What follows belongs to an exercise in optimizing a design on an open flow for small area and a short achievable clock period; a production flow would make more cautious choices.
Only simulation tests tie the RTL to the original design; equivalence was not proved.
Power and IR drop assume default switching activity.

## flow/config.mk

```make
export PLATFORM = sky130hd
export DESIGN_NAME = szservo_core
export DESIGN_NICKNAME = szservo_core
export VERILOG_FILES = /design/flow/design.v
export SDC_FILE = /design/flow/constraint.sdc
export NUM_CORES = 4
export LEC_CHECK = 0
export CAP_MARGIN = 20
export CORE_MARGIN = 2
export CORE_UTILIZATION = 40
export CTS_BUF_LIST = sky130_fd_sc_hd__clkbuf_16
export CTS_CLUSTER_DIAMETER = 100
export CTS_CLUSTER_SIZE = 30
export SETUP_SLACK_MARGIN = 2.65
export SLEW_MARGIN = 20
```

## flow/constraint.sdc

```tcl
create_clock -name core_clock -period 5.0 [get_ports {clk}]
set_input_delay 1.0000 -clock core_clock [delete_from_list [all_inputs] [get_ports {clk}]]
set_output_delay 1.0000 -clock core_clock [all_outputs]
set_load 0.01 [all_outputs]
```

## flow/flow/run.sh

```bash
#!/bin/bash
# Layout flow: the standard ORFS flow (standard.sh), with the port
# buffers made from the smallest buffer cell instead of the resizer's
# default choice. Every input and output port still gets its buffer.
set -euo pipefail
export BUFFER_PORTS_ARGS="-buffer_cell sky130_fd_sc_hd__buf_1"
bash standard.sh > standard_flow.log 2>&1
```

## flow/standard.sh

```bash
#!/bin/bash
# synth_recipe.tcl (not shown) runs the flow's synth.tcl, then flattens the netlist and writes it again
# the make line also repeats each setting of config.mk as NAME=value (left out here)
make -C /OpenROAD-flow-scripts/flow DESIGN_CONFIG=/design/flow/config.mk WORK_HOME=/design/flow/orfs CLKGATE_MAP_FILE= SYNTH_SCRIPT=/design/flow/synth_recipe.tcl "${@:-finish}"
```

## flow/design.v

```verilog
module szservo_core (
    input  wire           clk,
    input  wire           rst,           
    input  wire           start,         
    input  wire           init,          
    input  wire           busy,          
    input  wire [767:0]   data,          
    output wire           ready,
    output wire           initialized,
    output wire           sclk,
    output wire           cs_n,
    output wire           sdo
);
    localparam integer C  = 32;
    localparam integer W  = 24;
    localparam integer L  = C * W;
    localparam integer RL = 16;          
    localparam integer NR = L / RL;      
    reg s_idle, s_setup, s_hold, s_delay, s_blo, s_bhi;
    reg csn_r;
    reg nld;                 
    reg [1:0] div_cnt;
    reg [4:0] bit_cnt;
    reg       init_latched;
    reg       initialized_r;
    reg       nrdy;          
    reg       ninit;         
    reg       sdo_r;
    reg       sh;            
    wire tick         = (div_cnt == 2'd0);
    wire word_zero;
    wire init_pending = (init | init_latched) & ~initialized_r;
    wire req          = start | init_pending;
    wire bit_zero     = (bit_cnt == 5'd0);
    wire div_load = (s_idle & req) | s_setup | s_hold | (s_bhi & busy & ~word_zero);
    wire go_setup = (s_idle & req) | s_hold | (s_bhi & busy & ~word_zero);
    wire go_hold  = s_setup & ~bit_zero;
    wire go_delay = s_setup & bit_zero;
    wire go_blo   = s_delay | (s_blo & busy);
    wire go_bhi   = (s_blo & ~busy) | (s_bhi & ~busy);
    wire go_idle  = (s_idle & ~req) | (s_bhi & busy & word_zero);
    wire n_idle   = tick ? go_idle  : s_idle;
    wire n_setup  = tick ? go_setup : s_setup;
    wire n_hold   = tick ? go_hold  : s_hold;
    wire n_delay  = tick ? go_delay : s_delay;
    wire n_initl  = init_latched | init;
    wire n_inited = initialized_r | (tick & s_bhi & busy & word_zero & init_pending);
    wire n_sh     = (div_cnt == 2'd1) & (s_hold | s_delay);
    reg  [L-1:0] rg;
    wire [L-1:0] rot;
    wire [NR-1:0] tap;
    genvar gr, gi;
    generate
        for (gr = 0; gr < NR; gr = gr + 1) begin : g_ring
            for (gi = 0; gi < RL; gi = gi + 1) begin : g_bit
                assign rot[gr*RL + gi] = rg[gr*RL + ((gi + RL - 1) % RL)];
            end
            assign tap[gr] = rg[gr*RL + RL - 1];
        end
    endgenerate
    always @(posedge clk) begin
        rg <= ~((data | {L{nld}}) & (rot | {L{s_idle}}));
    end
    reg  [9:0]    f;         
    reg           fnone;     
    reg  [3:0]    fq;        
    reg           nb1, v1;   
    reg           nb2, v2;   
    assign word_zero = fnone;
    wire fv   = ~fnone & (tap[f[9:4]] ^ f[0]);
    wire hit  = fnone | (fq == 4'd0);
    wire a_v  = sh ? v2 : v1;
    wire a_d  = sh ? nb2 : nb1;
    wire b_v  = sh ? 1'b0 : v2;
    wire take = hit & ~(a_v & b_v);
    always @(posedge clk) begin
        if (s_idle) begin
            nb1   <= init_pending ? data[W-2] : data[L-2];
            nb2   <= init_pending ? data[W-3] : data[L-3];
            v1    <= 1'b1;
            v2    <= 1'b1;
            f     <= init_pending ? W - 4 : L - 4;
            fq    <= init_pending ? 4'd5 : 4'd13;    
            fnone <= 1'b0;
        end else begin
            nb1 <= (take & ~a_v) ? fv : a_d;
            v1  <= a_v | take;
            if (take & a_v)
                nb2 <= fv;
            v2  <= b_v | (take & a_v);
            if (!take)
                fq <= fq + 1'b1;
            if (take) begin
                f <= f - 1'b1;
                if (f == 10'd0)
                    fnone <= 1'b1;
            end
        end
    end
    always @(posedge clk) begin
        if (rst) begin
            s_idle        <= 1'b1;
            s_setup       <= 1'b0;
            s_hold        <= 1'b0;
            s_delay       <= 1'b0;
            s_blo         <= 1'b0;
            s_bhi         <= 1'b0;
            csn_r         <= 1'b1;
            nld           <= 1'b0;
            div_cnt       <= 2'd0;
            init_latched  <= 1'b0;
            initialized_r <= 1'b0;
            nrdy          <= 1'b0;
            ninit         <= 1'b1;
            sdo_r         <= 1'b0;
            sh            <= 1'b0;
        end else begin
            if (!tick)
                div_cnt <= div_cnt - 1'b1;
            else if (div_load)
                div_cnt <= 2'd3;
            init_latched  <= n_initl;
            initialized_r <= n_inited;
            s_idle  <= n_idle;
            nld     <= ~n_idle;
            s_setup <= n_setup;
            s_hold  <= n_hold;
            s_delay <= n_delay;
            csn_r   <= ~(n_setup | n_hold | n_delay);
            nrdy    <= ~n_idle | (n_initl & ~n_inited);
            ninit   <= ~n_inited;
            sh      <= n_sh;
            if (tick) begin
                s_blo <= go_blo;
                s_bhi <= go_bhi;
            end
            if (s_idle) begin
                if (tick)
                    sdo_r <= init_pending ? data[W-1] : (start & data[L-1]);
            end else if (sh)
                sdo_r <= nb1;
        end
    end
    always @(posedge clk) begin
        if (tick) begin
            if (s_idle | (s_bhi & busy))
                bit_cnt <= W - 1;
            else if (s_hold)
                bit_cnt <= bit_cnt - 1'b1;
        end
    end
    assign sclk        = s_setup;
    assign cs_n        = csn_r;
    assign sdo         = sdo_r;
    assign ready       = ~(start | nrdy | (init & ninit));
    assign initialized = initialized_r;
endmodule
```

==> results of run 1 <==
[metal layers]
metal  vias up  routed length, um  share of wire [%]  global-route usage, %
met4        18               1940                2.6                   7.48
met5         -                 99               0.13                      0
met1      8639              30800                 41                   29.2
met2       565              36900                 49                   39.6
met3       128               5230                7.0                   5.97
li1       8700                  -                  -                      -
[logic make-up (layout without fill, tap and decap cells)]
family	after synthesis	after routing	synth area share, %
AOI/OAI and AO/OA	814	814	21.9
DFF	808	808	70.6
buffers and inverters	199	869	3.32
and+or+nand+nor	82	82	1.74
muxes	18	18	1.51
xor gates and xnor gates	11	11	0.415
adders and majority gates	8	8	0.432
other	0	19	0
[critical path, cell delays in order]
cell and delay, ns:
buf_8 0.10, a211oi_2 0.17, buf_2 0.16
[synthesized netlist by cell type (all sizes together), types with 4 or more instances]
master	n	area share, %
nor2	24	0.39
o21ai	9	0.19
xnor2	7	0.26
nand3b	4	0.13
a21oi	20	0.43
nor3	8	0.17
a211oi	4	0.13
or2	4	0.11
mux2i	5	0.22
mux4	12	1.2
nand3	4	0.086
clkbuf	175	2.8
o22ai	768	21
edfxtp	21	2.7
nand2	20	0.32
inv	17	0.28
ha	8	0.43
xor2	4	0.15
nor3b	5	0.16
buf	7	0.20
dfxtp	787	68
[sequential cells by signal, summed over array words and instances, names as in the netlist, 2 cells and up]
| name | count |
|---|---|
| f | 10 |
| rg | 768 |
| bit_cnt | 5 |
| fq | 4 |
| div_cnt | 2 |
[stage by stage]
step                      std cells  instance area (um2)  setup slack [ns]  hold WS (ns)
after floorplan                1940                23200              2.67         0.399
after global placement         3313                26600              2.40         0.401
after detailed placement       3313                26600              2.26         0.404
after CTS                      3372                27800              2.54         0.414
after global routing           3387                27900              2.56         0.413
final                          3394                27900              2.58         0.408
[power groups by stage]
stage	registers [W]	clock network, W	logic (W)
after floorplan	0.00901	0	0.00244
after global placement	0.00957	0	0.00292
after detailed placement	0.00955	0	0.00303
after CTS	0.00940	0.00361	0.00316
after global routing	0.00954	0.00385	0.00354
final	0.00937	0.00350	0.00323
[area by class of cell]
cell class	instances	area, um2	area share [%]
clock buffers	37	926	3.32
inverters	17	63.8	0.229
flip-flops and latches	808	16400	58.7
repair buffers	803	3280	11.8
multi-input cells	933	6070	21.8
diodes	19	47.5	0.170
well taps	765	957	3.43
clock inverters	12	163	0.583
[layout by cell type, fill, tap and decap left out, types with 7 or more instances in the layout]
cell and n:
a21oi_1 20, buf_1 774, buf_12 10, buf_4 14
clkbuf_16 37, dfxtp_1 785, diode_2 19, edfxtp_1 21
ha_1 8, inv_1 20, mux4_2 10, nand2_1 20
nor2_1 24, nor3_1 7, o21ai_0 9, o22ai_1 768
xnor2_1 7
[worst max-delay path by stage]
| stage | slack (ns) | depth (start not counted) | to |
|---|---|---|---|
| finish | 2.58 | 3 | ready |
| detailed placement | 2.26 | 6 | nb2 |
| CTS | 2.54 | 3 | ready |
| global placement | 2.40 | 6 | nb2 |
| global route | 2.56 | 3 | ready |
| floorplan | 2.67 | 1 | ready |
[what timing repair did]
item                       4_1_cts  5_1_grt
buffers inserted                 9        3
gates cloned                     1        0
setup endpoints to repair        8        7
hold buffers                     0        0
pin swaps                        3        5
gates resized for setup         13        9
==> run summary, run 1 <==
Worst Max-Slew Pin Slew 1.27 ns; Post-Syn Nets 2721; Max clock buf depth 3; Sink Count 808; Pint 0.0113 W; f_max 413 MHz; Core Rows 88; worst r2r path cells 7; Util after Layout 48.6%; detailed-route wire length 74.9 mm; H-tree lvl count 2; post-synthesis cell count 1940; Main synth FF type dfxtp_1; Num CTS Buffers 36; Setup TNS Final 0 ns; worst vdd ir 0.000407 V; max-slew violation count 0; Relative slew margins 15.6%; Critical Path Start Type primary input; Filler cells 5443; total power 0.0161 W; Pwr Density 577 mW/mm2; post-layout net count 3380; routed vias 18100; combinational power share 20.0%; Worst R2R Setup Slack 2.68 ns; RSZ-0062 raised after global routing yes; average wire per standard cell 22.1 um; Clk pwr share 21.7%; EDFF count, synth 21; P&R area growth vs syn 20.3%; Synth Cell Area 0.0232 mm2; Worst-Skew Late Latency 0.58 ns; Routability Congestion 0.914; initial antenna violation count 23; worst r2r src f[4]; critical path class in -> out; core area 0.0575 mm2; synthesized area per cell 12.0 um2; layout cells sized above 1 3.91%; Yosys reg bits 808; Setup Skew 0.0407 ns; sequential fraction of design power 58.2%; IO Count 778; PortBufs 777; Worst Hold Class reg -> reg; Worst setup startpoint init; critical path endpoint category output pin; arrival time at the worst endpoint 1.42 ns; sw power 0.00478 W; die area 0.0599 mm2; first-pass GRT wire length 107 mm; WHS Path Cells 1; ratio of final minimum period to clock period 48.4%; Iter 0 DRT Violations 1163; worst-path fanout max 2; GR Overflow Total 0; CTS tree done; post-route ant nets 0; final setup vio count 0; DR pass1 iterations 5; DRC viols 0; initial core utilization 40.4%; Final min period 2.42 ns; Async S/R FF share, synth 0%; switching share of power 29.7%; Via density 5.32; register area share after synthesis 70.6%; pin count of the biggest net entering global routing 249; Final Hold Vio Count 0; Ys Warns 1; WP data required 4.00 ns; Chip Width 245 um; vias in the first global route 17700; dpl hpwl 53.5 mm; Yosys cell types 45; Leakage Power 9.93 nW; FF-to-FF End nb2; gr usage total 23.4%; Worst Hold End rg[168]; clock-pin slew on the worst setup and hold paths 0.11 ns; CTS Root Cell clkbuf_16; Max Cap Viol 0; Die Ht 245 um; hold path start rg[167]; status timing/DRC/antenna clean
==> inputs of run 2 (changes only) <==
==> flow/flow/run.sh (replaced) <==
#!/bin/bash
# Layout flow: the standard ORFS flow (standard.sh), with
# - the port buffers made from the smallest buffer cell instead of the
#   resizer's default choice (every input and output port still gets one);
# - clock tree synthesis without dummy balancing loads.
set -euo pipefail
export BUFFER_PORTS_ARGS="-buffer_cell sky130_fd_sc_hd__buf_1"
export CTS_ARGS="-sink_clustering_enable -repair_clock_nets -sink_clustering_size 30 -sink_clustering_max_diameter 100 -buf_list sky130_fd_sc_hd__clkbuf_16 -dont_use_dummy_load"
bash standard.sh > standard_flow.log 2>&1
--- a/flow/config.mk
+++ b/flow/config.mk
@@ -13,3 +13,3 @@
 export CTS_CLUSTER_SIZE = 30
-export SETUP_SLACK_MARGIN = 2.65
+export SETUP_SLACK_MARGIN = 3.0
 export SLEW_MARGIN = 20
==> run summary, run 2 <==
status timing/DRC/antenna clean; P&R area growth vs syn 20.5%; H-tree lvl count 2 (unchanged); Synth Cell Area 0.0232 mm2 (unchanged); Max Cap Viol 0 (unchanged); gr usage total 23.4% (about the same); post-route ant nets 0 (unchanged); initial antenna violation count 17 (-26%); Routability Congestion 0.937 (+2.5%); CTS tree done; Via density 5.35 (+0.65%); RSZ-0062 raised after global routing yes; Biggest register rg; CP bufs+invs 2 (unchanged); biggest regs rg: 768 flops, f: 10 flops, bit_cnt: 5 flops; top cell family by delay on the critical path buffers and inverters; critical path endpoint category output pin; layout cells sized above 1 4.63% (+0.72 points); Pwr Density 567 mW/mm2 (-1.7%); DR pass1 iterations 6 (+1); first-pass GRT wire length 108 mm (+0.96%); Async S/R FF share, synth 0% (unchanged); dpl hpwl 53.4 mm (-0.18%); clock-pin slew on the worst setup and hold paths 0.10 ns (about the same); Worst Hold Class reg -> reg; Critical Path Start Type primary input; worst r2r path cells 7 (unchanged); worst vdd ir 0.000415 V (+1.8%); f_max 410 MHz (-0.88%); Final Hold Vio Count 0 (unchanged); arrival time at the worst endpoint 1.44 ns (+0.02 ns); Leakage Power 9.97 nW (+0.34%); Relative slew margins 49.4% (+34 points); IO Count 778 (unchanged); design area 0.0280 mm2 (+0.20%); Yosys top cell area share 67.9% (unchanged); Worst Hold End rg[545]; WP data required 4.00 ns (about the same); worst r2r src f[4]; Worst R2R Setup Slack 2.69 ns (about the same); average wire per standard cell 21.9 um (-0.70%); Setup TNS Final 0 ns (unchanged); detailed-route wire length 74.4 mm (-0.62%); post-synthesis cell count 1940 (unchanged); PortBufs 777 (unchanged); Chip Width 245 um (unchanged); FF-to-FF End nb2; Largest register FFs 768 (unchanged); most common library cell in the layout ignoring fill and taps dfxtp_1; DRC viols 0 (unchanged); die area 0.0599 mm2 (unchanged); vias in the first global route 18200 (+3.3%); initial core utilization 40.4% (unchanged); post-layout net count 3396 (+0.47%); max-slew violation count 0 (unchanged); routed vias 18200 (+0.74%); Die Ht 245 um (unchanged); Worst-Skew Late Latency 0.57 ns (about the same); GR Overflow Total 0 (unchanged); most frequent cell after synthesis dfxtp_1; register area share after synthesis 70.6% (unchanged); Ys Warns 1 (unchanged); Worst Max-Slew Pin Slew 0.759 ns (-0.506 ns); CTS Root Cell clkbuf_16; Main synth FF type dfxtp_1; synthesized area per cell 12.0 um2 (unchanged); ratio of final minimum period to clock period 48.8% (+0.43 points); Max stage delay on crit path 0.18 ns (about the same); pin count of the biggest net entering global routing 183 (-27%); worst-path fanout max 2 (unchanged); critical path class in -> out; worst-path cell chain buf_8, a211oi_4, buf_2; hold path start rg[544]; WHS Path Cells 1 (unchanged); Post-synth top cells dfxtp_1, o22ai_1, clkbuf_1; Num CTS Buffers 34 (-5.6%); Setup Skew 0.0528 ns (+0.0121 ns); synth top area cells dfxtp_1, o22ai_1, clkbuf_1; Final min period 2.44 ns (+0.0214 ns); Post-Syn Nets 2721 (unchanged); CP max-delay cell a211oi_4; Core Rows 88 (unchanged); Yosys reg bits 808 (unchanged); Sink Count 808 (unchanged); EDFF count, synth 21 (unchanged); commonest non-fill, non-tap cells in the layout dfxtp_1, buf_1, o22ai_1; Max clock buf depth 3 (unchanged); core area 0.0575 mm2 (unchanged); biggest area consumer among synthesized cells dfxtp_1; Util after Layout 48.6% (+0.098 points); Yosys cell types 45 (unchanged); Iter 0 DRT Violations 1055 (-9.3%); final setup vio count 0 (unchanged); DP Area 0.0266 mm2 (+0.33%)
## run 2: layer usage
| metal | vias to the layer above | part of all wire [%] | global-route usage (%) |
|---|---|---|---|
| li1 | 8728 | - | - |
| met1 | 8762 | 41 | 28.3 |
| met2 | 568 | 49 | 40.3 |
| met3 | 120 | 6.6 | 5.72 |
| met4 | 6 | 3.2 | 8.61 |
| met5 | - | 0.050 | 0 |
## run 2: through the flow
| step | instances | total power (W) | hold slack, ns | worst slack (ns) |
|---|---|---|---|---|
| floorplan | 1940 | 0.0115 | 0.399 | 2.78 |
| global placement | 3320 | 0.0125 | 0.400 | 2.32 |
| detailed placement | 3320 | 0.0126 | 0.404 | 2.27 |
| CTS | 3376 | 0.0159 | 0.364 | 2.52 |
| global route | 3388 | 0.0166 | 0.361 | 2.54 |
| finish | 3397 | 0.0159 | 0.365 | 2.56 |
## run 2: timing repair
action | CTS | global route
gates resized for setup | 37 | 9
cloned | 1 | 1
pin swaps | 6 | 4
buffers inserted | 21 | 1
hold buffers | 0 | 0
endpoints found under the setup margin | 200 | 166
## run 2: power breakdown
group / leakage (nW) / total (W) / switching [W] / internal (W)
Sequential: 6.84 / 0.00932 / 0.000863 / 0.00846
Combinational: 2.71 / 0.00338 / 0.00186 / 0.00153
Clock: 0.419 / 0.00315 / 0.00191 / 0.00124
## run 2: kinds of logic after synthesis
| logic type | Yosys count | synth area share [%] |
|---|---|---|
| xor gates and xnor gates | 11 | 0.415 |
| and+or+nand+nor | 82 | 1.74 |
| adders and majority gates | 8 | 0.432 |
| muxes | 18 | 1.51 |
| buffers and inverters | 199 | 3.32 |
| AOI/OAI and AO/OA | 814 | 21.9 |
| DFF | 808 | 70.6 |
## run 2: area by class of cell
class,instances,area [um2]
Antenna cell,19,47.5
Clock buffer,34,851
Fill cell,5417,29500
Inverter,17,63.8
Multi-Input combinational cell,933,6130
Sequential cell,808,16400
Tap cell,765,957
Timing Repair Buffer,821,3510
## run 2: worst max-delay path by stage
stage	start	end	slack [ns]	depth (start not counted)
after floorplan	init	ready	2.78	1
after CTS	init	ready	2.52	3
final	init	ready	2.56	3
after global placement	f[5]	nb1	2.32	6
after detailed placement	f[4]	nb2	2.27	6
after global routing	init	ready	2.54	3
## run 2: worst reg2reg max path, delay by kind of cell, from the launching register on
| family | cells | cell delay [ns] |
|---|---|---|
| compound gates | 2 | 0.32 |
| mux | 3 | 1.05 |
| buf+inv | 1 | 0.14 |
| flops | 1 | 0.43 |
| simple gates | 1 | 0.07 |
==> inputs of run 3 (changes only) <==
--- a/flow/config.mk
+++ b/flow/config.mk
@@ -13,3 +13,3 @@
 export CTS_CLUSTER_SIZE = 30
-export SETUP_SLACK_MARGIN = 3.0
+export SETUP_SLACK_MARGIN = 2.8
 export SLEW_MARGIN = 20
==> run summary, run 3 <==
worst vdd ir 0.000378 V (-8.9%); post-synthesis cell count 1940 (unchanged); biggest area consumer among synthesized cells dfxtp_1; f_max 412 MHz (+0.62%); Critical Path Start Type primary input; DR pass1 iterations 5 (-1); EDFF count, synth 21 (unchanged); Worst Max-Slew Pin Slew 1.10 ns (+0.344 ns); Setup Skew 0.0544 ns (+0.00165 ns); Pwr Density 569 mW/mm2 (+0.35%); Max Cap Viol 0 (unchanged); Die Ht 245 um (unchanged); detailed-route wire length 73.4 mm (-1.3%); H-tree lvl count 2 (unchanged); Final Hold Vio Count 0 (unchanged); sw power 0.00460 W (-0.76%); routed vias 18100 (-0.70%); gr usage total 23.1% (-0.30 points); Pint 0.0112 W (-0.27%); Clk pwr share 20.1% (+0.2 points); commonest non-fill, non-tap cells in the layout dfxtp_1, buf_1, o22ai_1; most frequent cell after synthesis dfxtp_1; switching share of power 29.1% (-0.10 points); first-pass GRT wire length 105 mm (-2.2%); critical path endpoint category output pin; Util after Layout 48.3% (-0.37 points); average wire per standard cell 21.6 um (-1.2%); register area share after synthesis 70.6% (unchanged); Post-synth top cells dfxtp_1, o22ai_1, clkbuf_1; worst-path fanout max 2 (unchanged); die area 0.0599 mm2 (unchanged); WP data required 4.00 ns (about the same); most common library cell in the layout ignoring fill and taps dfxtp_1; status timing/DRC/antenna clean; Leakage Power 9.85 nW (-1.2%); P&R area growth vs syn 19.6%; GR Overflow Total 0 (unchanged); Sink Count 808 (unchanged); Relative slew margins 26.5% (-23 points); pin count of the biggest net entering global routing 221 (+21%); ratio of final minimum period to clock period 48.5% (-0.30 points); max-slew violation count 0 (unchanged); Synth Cell Area 0.0232 mm2 (unchanged); CTS Root Cell clkbuf_16; Routability Congestion 0.905 (-3.4%); Worst-Skew Late Latency 0.57 ns (about the same); clock-pin slew on the worst setup and hold paths 0.11 ns (about the same); layout cells sized above 1 3.81% (-0.82 points); Final min period 2.43 ns (-0.0150 ns); Via density 5.32 (-0.61%); Core Rows 88 (unchanged); IO Count 778 (unchanged); critical path class in -> out; Main synth FF type dfxtp_1; post-layout net count 3384 (-0.35%); DRC viols 0 (unchanged); Num CTS Buffers 35 (+2.9%); Max clock buf depth 3 (unchanged); Yosys reg bits 808 (unchanged); CTS tree done; dpl hpwl 52.7 mm (-1.4%); Post-Place Setup Slack 2.10 ns (-0.163 ns); Yosys top cell area share 67.9% (unchanged); Hold WS 0.371 ns (+0.00682 ns); Iter 0 DRT Violations 1162 (+10%); Filler cells 5377 (-0.74%); RSZ-0062 raised after global routing yes; PortBufs 777 (unchanged); combinational power share 20.8% (-0.5 points); post-route ant nets 0 (unchanged); synthesized area per cell 12.0 um2 (unchanged); Worst Hold Class reg -> reg; Async S/R FF share, synth 0% (unchanged); Post-Syn Nets 2721 (unchanged); Setup TNS Final 0 ns (unchanged); final setup vio count 0 (unchanged); vias in the first global route 17900 (-1.6%); arrival time at the worst endpoint 1.43 ns (about the same); sequential fraction of design power 59.1% (+0.3 points); Ys Warns 1 (unchanged); synth top area cells dfxtp_1, o22ai_1, clkbuf_1; core area 0.0575 mm2 (unchanged); Chip Width 245 um (unchanged); Yosys cell types 45 (unchanged); biggest regs rg: 768 flops, f: 10 flops, bit_cnt: 5 flops; initial core utilization 40.4% (unchanged); initial antenna violation count 23 (+6); Final Worst Setup Slack 2.57 ns (+0.0150 ns); Biggest register rg; Largest register FFs 768 (unchanged)
run 3: cell counts after synthesis:
No cell type changed its count.
run 3: power groups by stage:
stage | combinational (W) | sequential (W) | clock (W)
2_1_floorplan | 0.00244 | 0.00901 | 0
3_3_place_gp | 0.00297 | 0.00951 | 0
3_5_place_dp | 0.00307 | 0.00951 | 0
4_1_cts | 0.00324 | 0.00935 | 0.00328
5_1_grt | 0.00361 | 0.00950 | 0.00351
6_report | 0.00328 | 0.00933 | 0.00318
run 3: final timing paths:
kind | from | endpoint | slack [ns] | cells past startpoint
setup reg to reg | f[4] | nb2 | 2.66 | 7
setup / recovery | init | ready | 2.57 | 3
hold / removal | rg[496] | rg[497] | 0.37 | 1
hold reg to reg | rg[496] | rg[497] | 0.37 | 1
run 3: metrics by stage:
step	cells	cell area, um2	total power (W)
2_1_floorplan	1940	23200	0.0115
3_3_place_gp	3318	26600	0.0125
3_5_place_dp	3318	26600	0.0126
4_1_cts	3365	27600	0.0159
5_1_grt	3379	27700	0.0166
6_report	3394	27700	0.0158
run 3: critical path: stages:
cell	delay, ns
buf_8	0.10
a211oi_4	0.17
buf_2	0.16
run 3: layout make-up:
class                      instances  area, um2  share of cell area, %
sequential                       808      16400                   59.1
antenna                           28       70.1                  0.253
timing repair buffer             808       3290                   11.9
clock buffer                      35        876                   3.16
multi-input combinational        933       6090                   22.0
tap                              765        957                   3.45
inverter                          17       63.8                  0.230
run 3: layer usage:
layer  up-vias  wire length [um]  track usage (%)
met5         -                61                0
met3       135              5430             6.31
li1       8713                 -                -
met2       606             36200             38.8
met4        10              2470             9.72
met1      8593             29300             27.9
run 3: what timing repair did:
action                                  4_1_cts  5_1_grt
resized for setup                            19        4
hold buffers                                  0        0
pin swaps                                     1        3
buffers inserted                             12        1
endpoints found under the setup margin       20       22
run 3: logic make-up (layout without fill, tap and decap cells):
kind of cell	Yosys count	count (layout)	synth area share [%]
AOI/OAI and AO/OA	814	814	21.9
DFF	808	808	70.6
muxes	18	18	1.51
other	0	28	0
adders and majority gates	8	8	0.432
buffers and inverters	199	860	3.32
xor gates and xnor gates	11	11	0.415
and+or+nand+nor	82	82	1.74
==> inputs of run 4 (changes only) <==
--- a/flow/config.mk
+++ b/flow/config.mk
@@ -13,3 +13,4 @@
 export CTS_CLUSTER_SIZE = 30
-export SETUP_SLACK_MARGIN = 2.8
+export PLACE_DENSITY = 0.5
+export SETUP_SLACK_MARGIN = 2.65
 export SLEW_MARGIN = 20
==> run summary, run 4 <==
status timing/DRC/antenna clean; H-tree lvl count 2 (unchanged); IO Count 778 (unchanged); synth top area cells dfxtp_1, o22ai_1, clkbuf_1; DR pass1 iterations 5 (unchanged); Max clock buf depth 3 (unchanged); first-pass GRT wire length 110 mm (+4.7%); Via density 5.29 (-0.60%); Routability Congestion 0.878 (-3.0%); Clk pwr share 20.1% (about the same); post-layout net count 3383 (-0.030%); arrival time at the worst endpoint 1.45 ns (+0.02 ns); initial core utilization 40.4% (unchanged); die area 0.0599 mm2 (unchanged); CTS tree done; Final Hold Vio Count 0 (unchanged); pin count of the biggest net entering global routing 236 (+6.8%); Async S/R FF share, synth 0% (unchanged); total power 0.0157 W (-0.32%); Relative slew margins 28.4% (+1.9 points); Largest register FFs 768 (unchanged); Iter 0 DRT Violations 1152 (-0.86%); Worst Hold Class reg -> reg; Yosys reg bits 808 (unchanged); detailed-route wire length 77.9 mm (+6.1%); ratio of final minimum period to clock period 48.9% (+0.44 points); average wire per standard cell 23.0 um (+6.3%); Worst Max-Slew Pin Slew 1.07 ns (-0.0284 ns); synthesized area per cell 12.0 um2 (unchanged); Ys Warns 1 (unchanged); register area share after synthesis 70.6% (unchanged); Max Cap Viol 0 (unchanged); CTS Root Cell clkbuf_16; Sink Count 808 (unchanged); Yosys top cell area share 67.9% (unchanged); Pwr Density 569 mW/mm2 (about the same); worst-path fanout max 3 (+1); Synth Cell Area 0.0232 mm2 (unchanged); RSZ-0062 raised after global routing yes; post-synthesis cell count 1940 (unchanged); critical path class in -> out; Num CTS Buffers 34 (-2.9%); DRC viols 0 (unchanged); critical path endpoint category output pin; Post-Syn Nets 2721 (unchanged); post-route ant nets 0 (unchanged); layout cells sized above 1 3.69% (-0.11 points); Setup TNS Final 0 ns (unchanged); Die Ht 245 um (unchanged); core area 0.0575 mm2 (unchanged); Setup Skew 0.0509 ns (-0.00350 ns); worst vdd ir 0.000288 V (-24%); switching share of power 29.2% (+0.053 points); Chip Width 245 um (unchanged); Leakage Power 9.83 nW (-0.23%); sequential fraction of design power 59.4% (+0.3 points); most common library cell in the layout ignoring fill and taps dfxtp_1; Hold WS 0.364 ns (-0.00698 ns); combinational power share 20.5% (-0.3 points); vias in the first global route 17700 (-1.4%); max-slew violation count 0 (unchanged); PortBufs 777 (unchanged); routed vias 17900 (-0.80%); dpl hpwl 56.5 mm (+7.4%); Main synth FF type dfxtp_1; Biggest register rg; clock-pin slew on the worst setup and hold paths 0.11 ns (about the same); commonest non-fill, non-tap cells in the layout dfxtp_1, buf_1, o22ai_1; biggest area consumer among synthesized cells dfxtp_1; gr usage total 24.5% (+1.4 points); EDFF count, synth 21 (unchanged); P&R area growth vs syn 19.4%; final setup vio count 0 (unchanged); sw power 0.00459 W (-0.14%); Post-synth top cells dfxtp_1, o22ai_1, clkbuf_1; f_max 409 MHz (-0.89%); WP data required 4.00 ns (about the same); initial antenna violation count 30 (+30%); Yosys cell types 45 (unchanged); Core Rows 88 (unchanged); Critical Path Start Type primary input; hold buffers post-CTS 0 (unchanged); most frequent cell after synthesis dfxtp_1; GR Overflow Total 0 (unchanged); Final min period 2.45 ns (+0.0219 ns); biggest regs rg: 768 flops, f: 10 flops, bit_cnt: 5 flops; Pint 0.0111 W (-0.40%); Worst-Skew Late Latency 0.59 ns (+0.02 ns)
run 4: cell counts after synthesis:
Identical to the previous run, type by type.
run 4: layer usage:
layer	GRT usage [%]	vias up	routed length, um
li1	-	8707	-
met1	30.2	8618	32000
met2	42.2	473	39000
met3	6.31	92	5100
met4	6.81	22	1580
met5	0	-	145
run 4: through the flow:
stage | worst slack, ns | instance area, um2 | cells | utilization (%)
detailed placement | 2.35 | 26600 | 3316 | 46.3
global placement | 2.45 | 26600 | 3316 | 46.3
finish | 2.55 | 27700 | 3387 | 48.2
CTS | 2.58 | 27600 | 3360 | 47.9
global route | 2.53 | 27700 | 3378 | 48.1
floorplan | 2.67 | 23200 | 1940 | -
run 4: repair_timing:
item,4_1_cts,5_1_grt
pin swaps,1,3
endpoints found under the setup margin,6,92
gates resized for setup,8,15
buffers inserted,10,5
run 4: layout make-up:
| type | count | area, um2 |
|---|---|---|
| Sequential cell | 808 | 16400 |
| Fill cell | 5607 | 29800 |
| Clock buffer | 34 | 851 |
| Antenna cell | 22 | 55.1 |
| Tap cell | 765 | 957 |
| Multi-Input combinational cell | 933 | 6070 |
| Inverter | 17 | 63.8 |
| Timing Repair Buffer | 808 | 3300 |
run 4: power by group through the flow:
| stage | Combinational [W] | Clock (W) | Sequential (W) |
|---|---|---|---|
| after global placement | 0.00297 | 0 | 0.00953 |
| after floorplan | 0.00244 | 0 | 0.00901 |
| final | 0.00322 | 0.00316 | 0.00936 |
| after detailed placement | 0.00307 | 0 | 0.00950 |
| after global routing | 0.00353 | 0.00347 | 0.00953 |
| after CTS | 0.00315 | 0.00326 | 0.00935 |
run 4: worst paths after layout:
check / startpoint / to / slack (ns) / depth (start not counted)
worst max-delay path: init / ready / 2.55 / 3
worst min-delay path: rg[328] / rg[329] / 0.36 / 1
worst max register to register: f[4] / nb1 / 2.74 / 7
worst min register to register: rg[328] / rg[329] / 0.36 / 1
run 4: kinds of logic after synthesis:
logic type	synth area share, %
flops	70.6
fa+ha+maj	0.432
buf+inv	3.32
xor+xnor	0.415
compound gates	21.9
mux	1.51
simple gates	1.74
run 4: critical path: stages:
cell and delay [ns]:
buf_8 0.10, a211oi_2 0.18, buf_2 0.17
==> inputs of run 5 (changes only) <==
--- a/flow/config.mk
+++ b/flow/config.mk
@@ -13,3 +13,2 @@
 export CTS_CLUSTER_SIZE = 30
-export PLACE_DENSITY = 0.5
 export SETUP_SLACK_MARGIN = 2.65
==> run summary, run 5 <==
Yosys top cell area share 67.9% (unchanged); initial core utilization 40.4% (unchanged); Sink Count 808 (unchanged); GR Overflow Total 0 (unchanged); average wire per standard cell 22.1 um (-3.7%); Num CTS Buffers 36 (+5.9%); Final Hold Vio Count 0 (unchanged); IO Count 778 (unchanged); CTS Root Cell clkbuf_16; Die Ht 245 um (unchanged); Core Rows 88 (unchanged); synth top area cells dfxtp_1, o22ai_1, clkbuf_1; DR pass1 iterations 5 (unchanged); Relative slew margins 21.4% (-7.0 points); Largest register FFs 768 (unchanged); critical path endpoint category output pin; Ys Warns 1 (unchanged); die area 0.0599 mm2 (unchanged); status timing/DRC/antenna clean; Biggest register rg; Post-Syn Nets 2721 (unchanged); critical path class in -> out; Final min period 2.42 ns (-0.0278 ns); CTS tree done; f_max 413 MHz (+1.1%); Main synth FF type dfxtp_1; Yosys reg bits 808 (unchanged); most common library cell in the layout ignoring fill and taps dfxtp_1; pin count of the biggest net entering global routing 249 (+5.5%); worst-path fanout max 2 (-1); initial antenna violation count 23 (-23%); Chip Width 245 um (unchanged); Setup Skew 0.0788 ns (+0.0279 ns); detailed-route wire length 74.9 mm (-3.9%); ratio of final minimum period to clock period 48.4% (-0.56 points); Max Cap Viol 0 (unchanged); Synth Cell Area 0.0232 mm2 (unchanged); Critical Path Start Type primary input; Leakage Power 9.84 nW (+0.13%); H-tree lvl count 2 (unchanged); EDFF count, synth 21 (unchanged); Yosys cell types 45 (unchanged); WP data required 4.00 ns (about the same); biggest regs rg: 768 flops, f: 10 flops, bit_cnt: 5 flops; P&R area growth vs syn 19.5%; vias in the first global route 17600 (-0.34%); Via density 5.34 (+0.93%); biggest area consumer among synthesized cells dfxtp_1; layout cells sized above 1 3.58% (-0.11 points); routed vias 18000 (+0.75%); commonest non-fill, non-tap cells in the layout dfxtp_1, buf_1, o22ai_1; Iter 0 DRT Violations 1171 (+1.6%); Setup TNS Final 0 ns (unchanged); post-synthesis cell count 1940 (unchanged); post-layout net count 3380 (-0.089%); final setup vio count 0 (unchanged); post-route ant nets 0 (unchanged); Filler cells 5453 (-2.7%); core area 0.0575 mm2 (unchanged); clock-pin slew on the worst setup and hold paths 0.11 ns (about the same); register area share after synthesis 70.6% (unchanged); PortBufs 777 (unchanged); most frequent cell after synthesis dfxtp_1; arrival time at the worst endpoint 1.42 ns (-0.03 ns); RSZ-0062 raised after global routing yes; Worst-Skew Late Latency 0.58 ns (about the same); Async S/R FF share, synth 0% (unchanged); Post-synth top cells dfxtp_1, o22ai_1, clkbuf_1; Util after Layout 48.2% (+0.054 points); max-slew violation count 0 (unchanged); gr usage total 23.4% (-1.1 points); Routability Congestion 0.914 (+4.0%); DRC viols 0 (unchanged); worst vdd ir 0.000400 V (+39%); Worst Hold Class reg -> reg; synthesized area per cell 12.0 um2 (unchanged); Pwr Density 572 mW/mm2 (+0.54%); Worst Max-Slew Pin Slew 1.18 ns (+0.105 ns); Max clock buf depth 3 (unchanged); dpl hpwl 53.5 mm (-5.4%); first-pass GRT wire length 107 mm (-3.4%)
## run 5: cell count changes in the layout (fill, tap and decap cells not counted), sizes merged
cell / before / now
diode: 22 / 19
clkbuf: 34 / 36
buf: 808 / 803
## run 5: kinds of logic (layout without fill, tap and decap cells)
family	count (synthesis)	count (layout)	synth area share [%]
adders and majority gates	8	8	0.432
other	0	19	0
xor gates and xnor gates	11	11	0.415
AOI/OAI and AO/OA	814	814	21.9
DFF	808	808	70.6
muxes	18	18	1.51
and+or+nand+nor	82	82	1.74
buffers and inverters	199	856	3.32
## run 5: worst paths after layout
path,cells after the start,startpoint,slack [ns],end
max,3,init,2.58,ready
min,1,rg[167],0.36,rg[168]
max reg2reg,7,f[4],2.67,nb2
min reg2reg,1,rg[167],0.36,rg[168]
## run 5: metal layers
metal	share of wire, %	vias to the layer above	track usage, %
met1	41	8687	29.2
li1	-	8692	-
met3	6.9	115	5.96
met4	2.3	18	7.46
met2	50	535	39.6
met5	0.13	-	0
## run 5: power by group
group,switching (W),internal (W),leakage [nW],total (W)
logic,0.00178,0.00145,2.56,0.00323
registers,0.000911,0.00846,6.83,0.00937
clock network,0.00194,0.00130,0.444,0.00324
total,0.00463,0.0112,9.84,0.0158
## run 5: per-stage QoR
stage	total power [W]	hold WS (ns)	instance area (um2)	std cells	setup slack [ns]
5_1_grt	0.0167	0.368	27700	3374	2.56
3_3_place_gp	0.0125	0.401	26600	3313	2.40
3_5_place_dp	0.0126	0.404	26600	3313	2.26
4_1_cts	0.0159	0.369	27600	3359	2.54
6_report	0.0158	0.361	27700	3381	2.58
2_1_floorplan	0.0114	0.399	23200	1940	2.67
## run 5: layout make-up
type                            instances  area, um2  area share [%]
Sequential cell                       808      16400            59.1
Multi-Input combinational cell        933       6070            21.9
Timing Repair Buffer                  803       3280            11.8
Tap cell                              765        957            3.45
Clock buffer                           36        901            3.25
Inverter                               17       63.8           0.230
Antenna cell                           19       47.5           0.172
## run 5: critical path, stage by stage
cell and delay [ns]:
buf_8 0.10, a211oi_2 0.16, buf_2 0.16
## run 5: what timing repair did
item                                   4_1_cts  5_1_grt
gates resized for setup                     13        9
pin swaps                                    3        5
buffers inserted                             9        3
hold buffers                                 0        0
setup endpoints to repair                    9       12
endpoints found under the hold margin        0        0
cloned                                       1        0
==> inputs of run 6 (changes only) <==
--- a/flow/config.mk
+++ b/flow/config.mk
@@ -13,2 +13,3 @@
 export CTS_CLUSTER_SIZE = 30
+export PLACE_DENSITY = 0.7
 export SETUP_SLACK_MARGIN = 2.65
==> run summary, run 6 <==
DR pass1 iterations 5 (unchanged); clock-pin slew on the worst setup and hold paths 0.11 ns (about the same); WP data required 4.00 ns (about the same); Critical Path Start Type primary input; biggest area consumer among synthesized cells dfxtp_1; Max Cap Viol 0 (unchanged); f_max 413 MHz (about the same); first-pass GRT wire length 103 mm (-3.5%); critical path endpoint category output pin; Routability Congestion 0.931 (+1.9%); critical path class in -> out; Yosys top cell area share 67.9% (unchanged); Synth Cell Area 0.0232 mm2 (unchanged); Post-Syn Nets 2721 (unchanged); vias in the first global route 17800 (+0.83%); Yosys cell types 45 (unchanged); final setup vio count 0 (unchanged); Yosys reg bits 808 (unchanged); post-route ant nets 0 (unchanged); area of the multi-input gates 0.00608 mm2 (about the same); Biggest register rg; detailed-route wire length 71.1 mm (-5.1%); arrival time at the worst endpoint 1.42 ns (about the same); most common library cell in the layout ignoring fill and taps dfxtp_1; H-tree lvl count 2 (unchanged); Setup Skew 0.0669 ns (-0.0119 ns); EDFF count, synth 21 (unchanged); dpl hpwl 51.1 mm (-4.5%); Post-synth top cells dfxtp_1, o22ai_1, clkbuf_1; Final Hold Vio Count 0 (unchanged); Via density 5.32 (-0.29%); pin count of the biggest net entering global routing 212 (-15%); DP Cell Count 3315 (+0.060%); commonest non-fill, non-tap cells in the layout dfxtp_1, buf_1, o22ai_1; Worst Max-Slew Pin Slew 1.05 ns (-0.132 ns); status timing/DRC/antenna clean; Iter 0 DRT Violations 1077 (-8.0%); Num CTS Buffers 38 (+5.6%); core area 0.0575 mm2 (unchanged); die area 0.0599 mm2 (unchanged); total power 0.0159 W (+0.28%); biggest regs rg: 768 flops, f: 10 flops, bit_cnt: 5 flops; Core Rows 88 (unchanged); CTS Root Cell clkbuf_16; register area share after synthesis 70.6% (unchanged); GR Overflow Total 0 (unchanged); initial antenna violation count 9 (-61%); Setup TNS Final 0 ns (unchanged); Largest register FFs 768 (unchanged); total area of sequential cells 0.0164 mm2 (unchanged); Die Ht 245 um (unchanged); Non-Filler Instances 3367 (-0.41%); Async S/R FF share, synth 0% (unchanged); Sink Count 808 (unchanged); RSZ-0062 raised after global routing yes; synthesized area per cell 12.0 um2 (unchanged); Ys Warns 1 (unchanged); Relative slew margins 30.1% (+8.8 points); worst vdd ir 0.000416 V (+4.1%); Pwr Density 574 mW/mm2 (+0.44%); P&R area growth vs syn 19.3%; CTS tree done; IO Count 778 (unchanged); Final min period 2.42 ns (+0.0000300 ns); DRC viols 0 (unchanged); average wire per standard cell 21.1 um (-4.7%); most frequent cell after synthesis dfxtp_1; synth top area cells dfxtp_1, o22ai_1, clkbuf_1; initial core utilization 40.4% (unchanged); layout cells sized above 1 3.47% (-0.11 points); Filler cells 5387 (-1.2%); Chip Width 245 um (unchanged); gr usage total 22.3% (-1.1 points); Max clock buf depth 3 (unchanged); PortBufs 777 (unchanged); routed vias 17900 (-0.70%); Main synth FF type dfxtp_1; worst-path fanout max 2 (unchanged); ratio of final minimum period to clock period 48.4% (about the same); Worst-Skew Late Latency 0.58 ns (about the same); Worst Hold Class reg -> reg; hold buffers post-CTS 0 (unchanged); post-layout net count 3379 (-0.030%); Leakage Power 9.83 nW (about the same); Hold WS 0.329 ns (-0.0326 ns); max-slew violation count 0 (unchanged); post-synthesis cell count 1940 (unchanged)
run 6: power by group:
part	switching [W]	leakage [nW]	internal, W
sequential	0.000878	6.83	0.00846
clock	0.00192	0.468	0.00137
combinational	0.00183	2.53	0.00143
run 6: through the flow:
stage	util (%)	worst slack (ns)	cell area, um2
floorplan	-	2.67	23200
global placement	46.2	2.12	26600
detailed placement	46.2	2.07	26600
CTS	48.1	2.54	27600
global route	48.1	2.48	27700
finish	48.1	2.58	27700
run 6: metal layers:
layer | share of wire, % | GRT usage, %
met1 | 41 | 27.6
met2 | 49 | 37.5
met3 | 7.3 | 5.78
met4 | 3.1 | 7.89
met5 | 0.090 | 0
run 6: worst paths after layout:
check / start / endpoint / slack, ns / cells after the start
setup / recovery: init / ready / 2.58 / 3
hold / removal: rg[161] / rg[162] / 0.33 / 1
setup reg to reg: f[4] / nb2 / 2.59 / 7
hold reg to reg: rg[161] / rg[162] / 0.33 / 1
run 6: area by class of cell:
class / count / area share (%)
Antenna cell: 6 / 0.0543
Clock buffer: 38 / 3.44
Inverter: 17 / 0.231
Multi-Input combinational cell: 933 / 22.0
Sequential cell: 808 / 59.2
Tap cell: 765 / 3.46
Timing Repair Buffer: 800 / 11.6
run 6: cell families (layout without fill, tap and decap cells):
family / count (synthesis) / count (layout) / synth area share (%)
xor gates and xnor gates: 11 / 11 / 0.415
adders and majority gates: 8 / 8 / 0.432
and+or+nand+nor: 82 / 82 / 1.74
muxes: 18 / 18 / 1.51
AOI/OAI and AO/OA: 814 / 814 / 21.9
DFF: 808 / 808 / 70.6
buffers and inverters: 199 / 855 / 3.32
other: 0 / 6 / 0
run 6: repair_timing:
item,in CTS,in global routing
resized for setup,15,7
pin swaps,3,3
buffers inserted,8,0
endpoints found under the setup margin,4,7
run 6: worst max-delay path, cell delays in order:
cell and delay, ns:
buf_8 0.09, a211oi_2 0.17, buf_2 0.16
==> inputs of run 7 (changes only) <==
--- a/flow/flow/run.sh
+++ b/flow/flow/run.sh
@@ -7,3 +7,3 @@
 export BUFFER_PORTS_ARGS="-buffer_cell sky130_fd_sc_hd__buf_1"
-export CTS_ARGS="-sink_clustering_enable -repair_clock_nets -sink_clustering_size 30 -sink_clustering_max_diameter 100 -buf_list sky130_fd_sc_hd__clkbuf_16 -dont_use_dummy_load"
+export CTS_ARGS="-sink_clustering_enable -repair_clock_nets -sink_clustering_size 32 -sink_clustering_max_diameter 100 -buf_list sky130_fd_sc_hd__clkbuf_16 -dont_use_dummy_load"
 bash standard.sh > standard_flow.log 2>&1
--- a/flow/config.mk
+++ b/flow/config.mk
@@ -12,4 +12,3 @@
 export CTS_CLUSTER_DIAMETER = 100
-export CTS_CLUSTER_SIZE = 30
-export PLACE_DENSITY = 0.7
+export CTS_CLUSTER_SIZE = 32
 export SETUP_SLACK_MARGIN = 2.65
==> run summary, run 7 <==
status timing/DRC/antenna clean; Yosys top cell area share 67.9% (unchanged); clock-pin slew on the worst setup and hold paths 0.11 ns (about the same); DR pass1 iterations 5 (unchanged); critical path endpoint category output pin; combinational power share 20.6% (about the same); most common library cell in the layout ignoring fill and taps dfxtp_1; Iter 0 DRT Violations 1041 (-3.3%); Worst Max-Slew Pin Slew 1.12 ns (+0.0763 ns); average wire per standard cell 22.1 um (+4.5%); Pwr Density 569 mW/mm2 (-0.92%); hold buffers post-CTS 0 (unchanged); Final Hold Vio Count 0 (unchanged); Post-synth top cells dfxtp_1, o22ai_1, clkbuf_1; Routability Congestion 0.914 (-1.9%); post-route ant nets 0 (unchanged); sequential fraction of design power 59.5% (+0.7 points); synth top area cells dfxtp_1, o22ai_1, clkbuf_1; commonest non-fill, non-tap cells in the layout dfxtp_1, buf_1, o22ai_1; Final Worst Setup Slack 2.58 ns (-0.00237 ns); Setup TNS Final 0 ns (unchanged); core area 0.0575 mm2 (unchanged); max-slew violation count 0 (unchanged); post-layout net count 3379 (unchanged); ratio of final minimum period to clock period 48.4% (about the same); first-pass GRT wire length 106 mm (+3.2%); IO Count 778 (unchanged); pin count of the biggest net entering global routing 249 (+17%); Worst setup startpoint init; dpl hpwl 53.5 mm (+4.7%); CTS tree done; worst r2r src f[4]; Max Cap Viol 0 (unchanged); WP data required 4.00 ns (about the same); post-synthesis cell count 1940 (unchanged); die area 0.0599 mm2 (unchanged); critical path class in -> out; CTS Root Cell clkbuf_16; Synth Cell Area 0.0232 mm2 (unchanged); switching share of power 29.2% (+0.048 points); Ys Warns 1 (unchanged); Final min period 2.42 ns (+0.00237 ns); Largest register FFs 768 (unchanged); Leakage Power 9.82 nW (-0.11%); most frequent cell after synthesis dfxtp_1; worst vdd ir 0.000334 V (-20%); routed vias 17900 (+0.022%); design area 0.0277 mm2 (about the same); Post-Place Setup Slack 2.26 ns (+0.186 ns); biggest regs rg: 768 flops, f: 10 flops, bit_cnt: 5 flops; Chip Width 245 um (unchanged); Non-Filler Instances 3380 (+0.39%); arrival time at the worst endpoint 1.42 ns (about the same); Setup Skew 0.0752 ns (+0.00823 ns); Via density 5.30 (-0.36%); gr usage total 23.3% (+1.0 points); register area share after synthesis 70.6% (unchanged); Max clock buf depth 3 (unchanged); Main synth FF type dfxtp_1; PortBufs 777 (unchanged); RSZ-0062 raised after global routing yes; Core Rows 88 (unchanged); vias in the first global route 17600 (-1.0%); layout cells sized above 1 3.54% (+0.077 points); Num CTS Buffers 34 (-11%); detailed-route wire length 74.6 mm (+4.9%); Yosys cell types 45 (unchanged); hold path start rg[169]; Worst Hold Class reg -> reg; Pint 0.0112 W (-0.94%); Clk pwr share 19.9% (-0.8 points); Yosys reg bits 808 (unchanged); DP Area 0.0266 mm2 (about the same); Sink Count 808 (unchanged); synthesized area per cell 12.0 um2 (unchanged); GR Overflow Total 0 (unchanged); Critical Path Start Type primary input; worst-path fanout max 2 (unchanged); DRC viols 0 (unchanged); Post-Syn Nets 2721 (unchanged); Worst-Skew Late Latency 0.58 ns (about the same); Relative slew margins 25.1% (-5.1 points); initial antenna violation count 21 (+12); Die Ht 245 um (unchanged); Worst R2R Setup Slack 2.65 ns (+0.06 ns); biggest area consumer among synthesized cells dfxtp_1; Async S/R FF share, synth 0% (unchanged); initial core utilization 40.4% (unchanged); Biggest register rg; H-tree lvl count 2 (unchanged); P&R area growth vs syn 19.4% (about the same); EDFF count, synth 21 (unchanged); sw power 0.00459 W (-0.71%); final setup vio count 0 (unchanged); f_max 413 MHz (about the same); DP Cell Count 3313 (-0.060%)
run 7: cell count changes in the layout (fill, tap and decap cells not counted), moves of 2 or more:
cell,previous run,this run
mux2i_2,0,3
clkbuf_16,38,34
mux2i_4,2,0
diode_2,6,19
buf_12,7,11
run 7: kinds of logic (layout without fill, tap and decap cells):
family                   count (synthesis)  after routing  share of synthesized area [%]
XOR/XNOR                                11             11                          0.415
adder cells (fa/ha/maj)                  8              8                          0.432
AND/OR/NAND/NOR                         82             82                           1.74
multiplexers                            18             18                           1.51
flip-flops                             808            808                           70.6
AO/OA/AOI/OAI                          814            814                           21.9
other                                    0             19                              0
buffers and inverters                  199            855                           3.32
run 7: power by group through the flow:
stage               Clock, W  Combinational [W]  Sequential [W]
floorplan                  0            0.00244         0.00901
global placement           0            0.00292         0.00957
detailed placement         0            0.00303         0.00955
CTS                  0.00323            0.00319         0.00940
global route         0.00347            0.00356         0.00955
finish               0.00314            0.00324         0.00937
run 7: stage by stage:
step	utilization, %	hold WS, ns	total power, W
floorplan	-	0.399	0.0114
CTS	48.0	0.377	0.0158
global route	48.1	0.369	0.0166
detailed placement	46.2	0.404	0.0126
global placement	46.2	0.401	0.0125
finish	48.2	0.367	0.0157
run 7: final timing paths:
kind,to,cells after the start
setup / recovery,ready,3
hold / removal,rg[170],1
setup reg to reg,nb2,7
hold reg to reg,rg[170],1
run 7: area by class of cell:
type / count / area, um2
clock buffer: 34 / 851
multi-input combinational: 933 / 6070
sequential: 808 / 16400
tap: 765 / 957
inverter: 17 / 63.8
fill: 5439 / 29800
timing repair buffer: 804 / 3300
antenna: 19 / 47.5
run 7: what timing repair did:
item / in CTS / in global routing
endpoints found under the setup margin: 9 / 9
pin swaps: 4 / 7
cloned: 1 / 0
gates resized for setup: 18 / 4
setup buffers: 12 / 1
run 7: critical path: stages:
cell and delay (ns):
buf_8 0.10, a211oi_2 0.17, buf_2 0.16
run 7: per-layer routing:
| layer | up-vias | track usage [%] | routed length [um] |
|---|---|---|---|
| met2 | 530 | 39.5 | 37100 |
| met5 | - | 0 | 101 |
| li1 | 8688 | - | - |
| met1 | 8593 | 29.1 | 30900 |
| met3 | 97 | 5.95 | 4970 |
| met4 | 16 | 7.12 | 1520 |
==> inputs of run 8 (changes only) <==
--- a/flow/flow/run.sh
+++ b/flow/flow/run.sh
@@ -7,3 +7,3 @@
 export BUFFER_PORTS_ARGS="-buffer_cell sky130_fd_sc_hd__buf_1"
-export CTS_ARGS="-sink_clustering_enable -repair_clock_nets -sink_clustering_size 32 -sink_clustering_max_diameter 100 -buf_list sky130_fd_sc_hd__clkbuf_16 -dont_use_dummy_load"
+export CTS_ARGS="-sink_clustering_enable -repair_clock_nets -sink_clustering_size 30 -sink_clustering_max_diameter 60 -buf_list sky130_fd_sc_hd__clkbuf_16 -dont_use_dummy_load"
 bash standard.sh > standard_flow.log 2>&1
--- a/flow/config.mk
+++ b/flow/config.mk
@@ -11,4 +11,4 @@
 export CTS_BUF_LIST = sky130_fd_sc_hd__clkbuf_16
-export CTS_CLUSTER_DIAMETER = 100
-export CTS_CLUSTER_SIZE = 32
+export CTS_CLUSTER_DIAMETER = 60
+export CTS_CLUSTER_SIZE = 30
 export SETUP_SLACK_MARGIN = 2.65
==> run summary, run 8 <==
vias in the first global route 17700 (+0.36%); Final min period 2.42 ns (-0.00431 ns); DRC viols 0 (unchanged); Synth Cell Area 0.0232 mm2 (unchanged); worst vdd ir 0.000404 V (+21%); post-route ant nets 0 (unchanged); core area 0.0575 mm2 (unchanged); Worst-Skew Late Latency 0.60 ns (+0.02 ns); post-synthesis cell count 1940 (unchanged); Via density 5.31 (+0.15%); Yosys reg bits 808 (unchanged); most frequent cell after synthesis dfxtp_1; synthesized area per cell 12.0 um2 (unchanged); average wire per standard cell 22.1 um (about the same); Ys Warns 1 (unchanged); max-slew violation count 0 (unchanged); critical path class in -> out; Async S/R FF share, synth 0% (unchanged); Main synth FF type dfxtp_1; Relative slew margins 20.8% (-4.3 points); Yosys top cell area share 67.9% (unchanged); f_max 414 MHz (+0.18%); Hold WS 0.378 ns (+0.0110 ns); Yosys cell types 45 (unchanged); CTS tree done; register area share after synthesis 70.6% (unchanged); Leakage Power 9.97 nW (+1.5%); IO Count 778 (unchanged); Post-synth top cells dfxtp_1, o22ai_1, clkbuf_1; Final Worst Setup Slack 2.58 ns (+0.00431 ns); Setup Skew 0.0536 ns (-0.0215 ns); WP data required 4.00 ns (about the same); dpl hpwl 53.5 mm (unchanged); die area 0.0599 mm2 (unchanged); post-layout net count 3391 (+0.36%); ratio of final minimum period to clock period 48.3% (-0.086 points); commonest non-fill, non-tap cells in the layout dfxtp_1, buf_1, o22ai_1; Setup TNS Final 0 ns (unchanged); Worst Hold Class reg -> reg; CTS Root Cell clkbuf_16; Num CTS Buffers 47 (+38%); Final Hold Vio Count 0 (unchanged); Pwr Density 582 mW/mm2 (+2.3%); GR Overflow Total 0 (unchanged); Biggest register rg; Max clock buf depth 3 (unchanged); RSZ-0062 raised after global routing yes; worst-path fanout max 2 (unchanged); Chip Width 245 um (unchanged); Iter 0 DRT Violations 1054 (+1.2%); P&R area growth vs syn 20.6%; Post-Place Setup Slack 2.26 ns (unchanged); critical path endpoint category output pin; synth top area cells dfxtp_1, o22ai_1, clkbuf_1; first-pass GRT wire length 107 mm (+0.51%); layout cells sized above 1 4.03% (+0.48 points); status timing/DRC/antenna clean; DR pass1 iterations 4 (-1); routed vias 18000 (+0.47%); EDFF count, synth 21 (unchanged); Post-Syn Nets 2721 (unchanged); Routability Congestion 0.914 (unchanged); PortBufs 777 (unchanged); Sink Count 808 (unchanged); biggest regs rg: 768 flops, f: 10 flops, bit_cnt: 5 flops; Largest register FFs 768 (unchanged); gr usage total 23.4% (+0.15 points); Critical Path Start Type primary input; pin count of the biggest net entering global routing 249 (unchanged); Worst Max-Slew Pin Slew 1.19 ns (+0.0646 ns); detailed-route wire length 74.9 mm (+0.42%); Worst R2R Setup Slack 2.67 ns (+0.02 ns); biggest area consumer among synthesized cells dfxtp_1; initial core utilization 40.4% (unchanged); Die Ht 245 um (unchanged); clock-pin slew on the worst setup and hold paths 0.09 ns (-0.02 ns); Core Rows 88 (unchanged); initial antenna violation count 19 (-9.5%); arrival time at the worst endpoint 1.42 ns (about the same); most common library cell in the layout ignoring fill and taps dfxtp_1; Max Cap Viol 0 (unchanged); final setup vio count 0 (unchanged); H-tree lvl count 2 (unchanged)
run 8: cell counts after synthesis:
Identical to the previous run, type by type.
run 8: kinds of logic (layout without fill, tap and decap cells):
kind of cell | Yosys count | in the layout | synth area share (%)
adders and majority gates | 8 | 8 | 0.432
DFF | 808 | 808 | 70.6
and+or+nand+nor | 82 | 82 | 1.74
xor gates and xnor gates | 11 | 11 | 0.415
buffers and inverters | 199 | 867 | 3.32
muxes | 18 | 18 | 1.51
other | 0 | 18 | 0
AOI/OAI and AO/OA | 814 | 814 | 21.9
run 8: what timing repair did:
action,CTS,global route
gates cloned,1,0
hold buffers,0,0
gates resized for setup,16,7
setup buffers,9,3
pin swaps,2,6
setup endpoints to repair,9,6
run 8: per-stage QoR:
stage	util (%)	power [W]	instances	instance area, um2
2_1_floorplan	-	0.0114	1940	23200
3_3_place_gp	46.2	0.0125	3313	26600
3_5_place_dp	46.2	0.0126	3313	26600
4_1_cts	48.5	0.0163	3370	27900
5_1_grt	48.7	0.0171	3382	28000
6_report	48.7	0.0163	3391	28000
run 8: per-layer routing:
metal | up-vias | routed length (um) | global-route usage [%]
met2 | 562 | 36900 | 39.4
met1 | 8589 | 31000 | 29.2
met3 | 126 | 5000 | 6.00
li1 | 8714 | - | -
met5 | - | 103 | 0
met4 | 18 | 1960 | 7.96
run 8: final timing paths:
kind | from | end | depth (start not counted)
worst max-delay path | init | ready | 3
worst min-delay path | rg[308] | rg[309] | 1
worst max register to register | f[4] | nb1 | 7
worst min register to register | rg[308] | rg[309] | 1
run 8: power breakdown:
| group | leakage, nW | internal [W] | total (W) | switching (W) |
|---|---|---|---|---|
| combinational | 2.56 | 0.00145 | 0.00323 | 0.00178 |
| clock | 0.579 | 0.00167 | 0.00367 | 0.00200 |
| sequential | 6.83 | 0.00847 | 0.00938 | 0.000913 |
run 8: area by class of cell:
type                    instances  area [um2]
flip-flops and latches        808       16400
inverters                      17        63.8
well taps                     765         957
repair buffers                803        3280
diodes                         18        45.0
clock buffers                  47        1180
multi-input cells             933        6070
fillers                      5407       29500
run 8: worst max-delay path, stage by stage:
cell and delay, ns:
buf_8 0.10, a211oi_2 0.16, buf_2 0.16
==> inputs of run 9 (changes only) <==
--- a/flow/flow/run.sh
+++ b/flow/flow/run.sh
@@ -7,3 +7,3 @@
 export BUFFER_PORTS_ARGS="-buffer_cell sky130_fd_sc_hd__buf_1"
-export CTS_ARGS="-sink_clustering_enable -repair_clock_nets -sink_clustering_size 30 -sink_clustering_max_diameter 60 -buf_list sky130_fd_sc_hd__clkbuf_16 -dont_use_dummy_load"
+export CTS_ARGS="-sink_clustering_enable -repair_clock_nets -sink_clustering_size 30 -sink_clustering_max_diameter 100 -buf_list sky130_fd_sc_hd__clkbuf_16 -dont_use_dummy_load -tree_buf sky130_fd_sc_hd__clkbuf_8"
 bash standard.sh > standard_flow.log 2>&1
--- a/flow/config.mk
+++ b/flow/config.mk
@@ -11,3 +11,3 @@
 export CTS_BUF_LIST = sky130_fd_sc_hd__clkbuf_16
-export CTS_CLUSTER_DIAMETER = 60
+export CTS_CLUSTER_DIAMETER = 100
 export CTS_CLUSTER_SIZE = 30
==> run summary, run 9 <==
Iter 0 DRT Violations 1171 (+11%); design area 0.0277 mm2 (-0.96%); area of the multi-input gates 0.00607 mm2 (about the same); Util after Layout 48.2% (-0.47 points); final setup vio count 0 (unchanged); Filler cells 5453 (+0.85%); Ys Warns 1 (unchanged); DR pass1 iterations 5 (+1); Yosys top cell area share 67.9% (unchanged); Post-Syn Nets 2721 (unchanged); vias in the first global route 17600 (-0.14%); Non-Filler Instances 3381 (-0.29%); Die Ht 245 um (unchanged); total area of sequential cells 0.0164 mm2 (unchanged); Largest register FFs 768 (unchanged); Async S/R FF share, synth 0% (unchanged); Setup Skew 0.0788 ns (+0.0252 ns); pin count of the biggest net entering global routing 249 (unchanged); post-layout net count 3380 (-0.32%); status timing/DRC/antenna clean; CTS tree done; most frequent cell after synthesis dfxtp_1; gr usage total 23.4% (-0.051 points); post-route ant nets 0 (unchanged); post-synthesis cell count 1940 (unchanged); PortBufs 777 (unchanged); RSZ-0062 raised after global routing yes; Worst Hold Class reg -> reg; critical path endpoint category output pin; DP Area 0.0266 mm2 (unchanged); Sink Count 808 (unchanged); first-pass GRT wire length 107 mm (-0.16%); commonest non-fill, non-tap cells in the layout dfxtp_1, buf_1, o22ai_1; Core Rows 88 (unchanged); worst vdd ir 0.000400 V (-1.2%); detailed-route wire length 74.9 mm (about the same); most common library cell in the layout ignoring fill and taps dfxtp_1; register area share after synthesis 70.6% (unchanged); Chip Width 245 um (unchanged); Yosys reg bits 808 (unchanged); dpl hpwl 53.5 mm (unchanged); DP Cell Count 3313 (unchanged); die area 0.0599 mm2 (unchanged); Via density 5.34 (+0.51%); average wire per standard cell 22.1 um (+0.24%); GR Overflow Total 0 (unchanged); synth top area cells dfxtp_1, o22ai_1, clkbuf_1; initial core utilization 40.4% (unchanged); Worst-Skew Late Latency 0.58 ns (-0.02 ns); EDFF count, synth 21 (unchanged); Final min period 2.42 ns (+0.00191 ns); Synth Cell Area 0.0232 mm2 (unchanged); Max Cap Viol 0 (unchanged); P&R area growth vs syn 19.5%; Pwr Density 572 mW/mm2 (-1.7%); Biggest register rg; CTS Root Cell clkbuf_16; DRC viols 0 (unchanged); WP data required 4.00 ns (about the same); Critical Path Start Type primary input; synthesized area per cell 12.0 um2 (unchanged); core area 0.0575 mm2 (unchanged); Final Hold Vio Count 0 (unchanged); Relative slew margins 21.4% (+0.60 points); Worst Max-Slew Pin Slew 1.18 ns (-0.00904 ns); arrival time at the worst endpoint 1.42 ns (about the same); ratio of final minimum period to clock period 48.4% (about the same); biggest regs rg: 768 flops, f: 10 flops, bit_cnt: 5 flops; Leakage Power 9.84 nW (-1.3%); Max clock buf depth 3 (unchanged); clock-pin slew on the worst setup and hold paths 0.11 ns (+0.02 ns); biggest area consumer among synthesized cells dfxtp_1; max-slew violation count 0 (unchanged); Main synth FF type dfxtp_1; f_max 413 MHz (about the same); hold buffers post-CTS 0 (unchanged); Setup TNS Final 0 ns (unchanged); Num CTS Buffers 36 (-23%); critical path class in -> out; Routability Congestion 0.914 (unchanged); initial antenna violation count 23 (+4); Yosys cell types 45 (unchanged); Post-synth top cells dfxtp_1, o22ai_1, clkbuf_1; layout cells sized above 1 3.58% (-0.45 points); H-tree lvl count 2 (unchanged); worst-path fanout max 2 (unchanged); IO Count 778 (unchanged); routed vias 18000 (+0.21%)
-- run 9: logic make-up after synthesis --
group,synth area share [%]
AO/OA/AOI/OAI,21.9
AND/OR/NAND/NOR,1.74
buffers and inverters,3.32
adder cells (fa/ha/maj),0.432
multiplexers,1.51
XOR/XNOR,0.415
flip-flops,70.6
-- run 9: layout make-up --
class	count	area share [%]
sequential	808	59.1
multi-input combinational	933	21.9
timing repair buffer	803	11.8
tap	765	3.45
clock buffer	36	3.25
inverter	17	0.230
antenna	19	0.172
-- run 9: final timing paths --
kind                                 to    start  slack (ns)  depth (start not counted)
worst max-delay path              ready     init        2.58                          3
worst min-delay path            rg[168]  rg[167]        0.36                          1
worst max register to register      nb2     f[4]        2.67                          7
worst min register to register  rg[168]  rg[167]        0.36                          1
-- run 9: repair_timing --
item / 4_1_cts / 5_1_grt
setup buffers: 9 / 3
gates cloned: 1 / 0
endpoints found under the setup margin: 9 / 12
resized for setup: 13 / 9
pin swaps: 3 / 5
-- run 9: worst max-delay path: stages --
cell      delay (ns)
buf_8           0.10
a211oi_2        0.16
buf_2           0.16
-- run 9: metal layers --
metal	track usage, %	wire [um]	up-vias	part of all wire (%)
met2	39.6	37100	535	50
met5	0	99	-	0.13
met1	29.2	30800	8687	41
met4	7.46	1750	18	2.3
met3	5.96	5140	115	6.9
li1	-	-	8692	-
-- run 9: through the flow --
stage | setup slack (ns) | power [W] | hold WS (ns)
2_1_floorplan | 2.67 | 0.0114 | 0.399
3_3_place_gp | 2.40 | 0.0125 | 0.401
3_5_place_dp | 2.26 | 0.0126 | 0.404
4_1_cts | 2.54 | 0.0159 | 0.369
5_1_grt | 2.56 | 0.0167 | 0.368
6_report | 2.58 | 0.0158 | 0.361
-- run 9: power breakdown --
part	switching [W]	leakage, nW	internal (W)
logic	0.00178	2.56	0.00145
registers	0.000911	6.83	0.00846
clock network	0.00194	0.444	0.00130

==> separate check: timing with driven ports <==
Ports are ideal in the flow. The routed layouts listed here were re-timed in OpenROAD. Step 1 assumes that a clkbuf_16 drives the clock port and a buf_2 every other input. Step 2, shift: input delay + t, output delay - t, t = (earliest + latest rising clock arrival at the registers) / 2. This alone moves slack from input paths to output paths. a / b / c = no drivers / after step 1 / after step 2; a / b = the first two.
run	t, ns	slack for setup (ns)	worst setup path after step 2	clock arrival spread, ns	worst slew at a driven data input, ns
run 1	0.623	2.581 / 2.538 / 2.515	input to register	0.043 / 0.043	0.12
run 2	0.609	2.560 / 2.508 / 2.508	input to output	0.062 / 0.063	0.12
run 3	0.605	2.575 / 2.529 / 2.470	input to register	0.068 / 0.068	0.18
run 4	0.619	2.553 / 2.512 / 2.512	input to output	0.054 / 0.054	0.15
run 5	0.605	2.581 / 2.538 / 2.519	input to register	0.085 / 0.085	0.11
run 6	0.606	2.581 / 2.538 / 2.511	input to register	0.078 / 0.078	0.14
run 7	0.611	2.578 / 2.534 / 2.408	input to register	0.083 / 0.083	0.13
run 8	0.640	2.583 / 2.538 / 2.478	input to register	0.074 / 0.074	0.13
run 9	0.605	2.581 / 2.538 / 2.519	input to register	0.085 / 0.085	0.11
After both steps setup and hold are still met in every run listed. For run 7, which loses most, drivers alone change the setup slack by -0.044 ns; drivers and shift together by -0.170 ns.
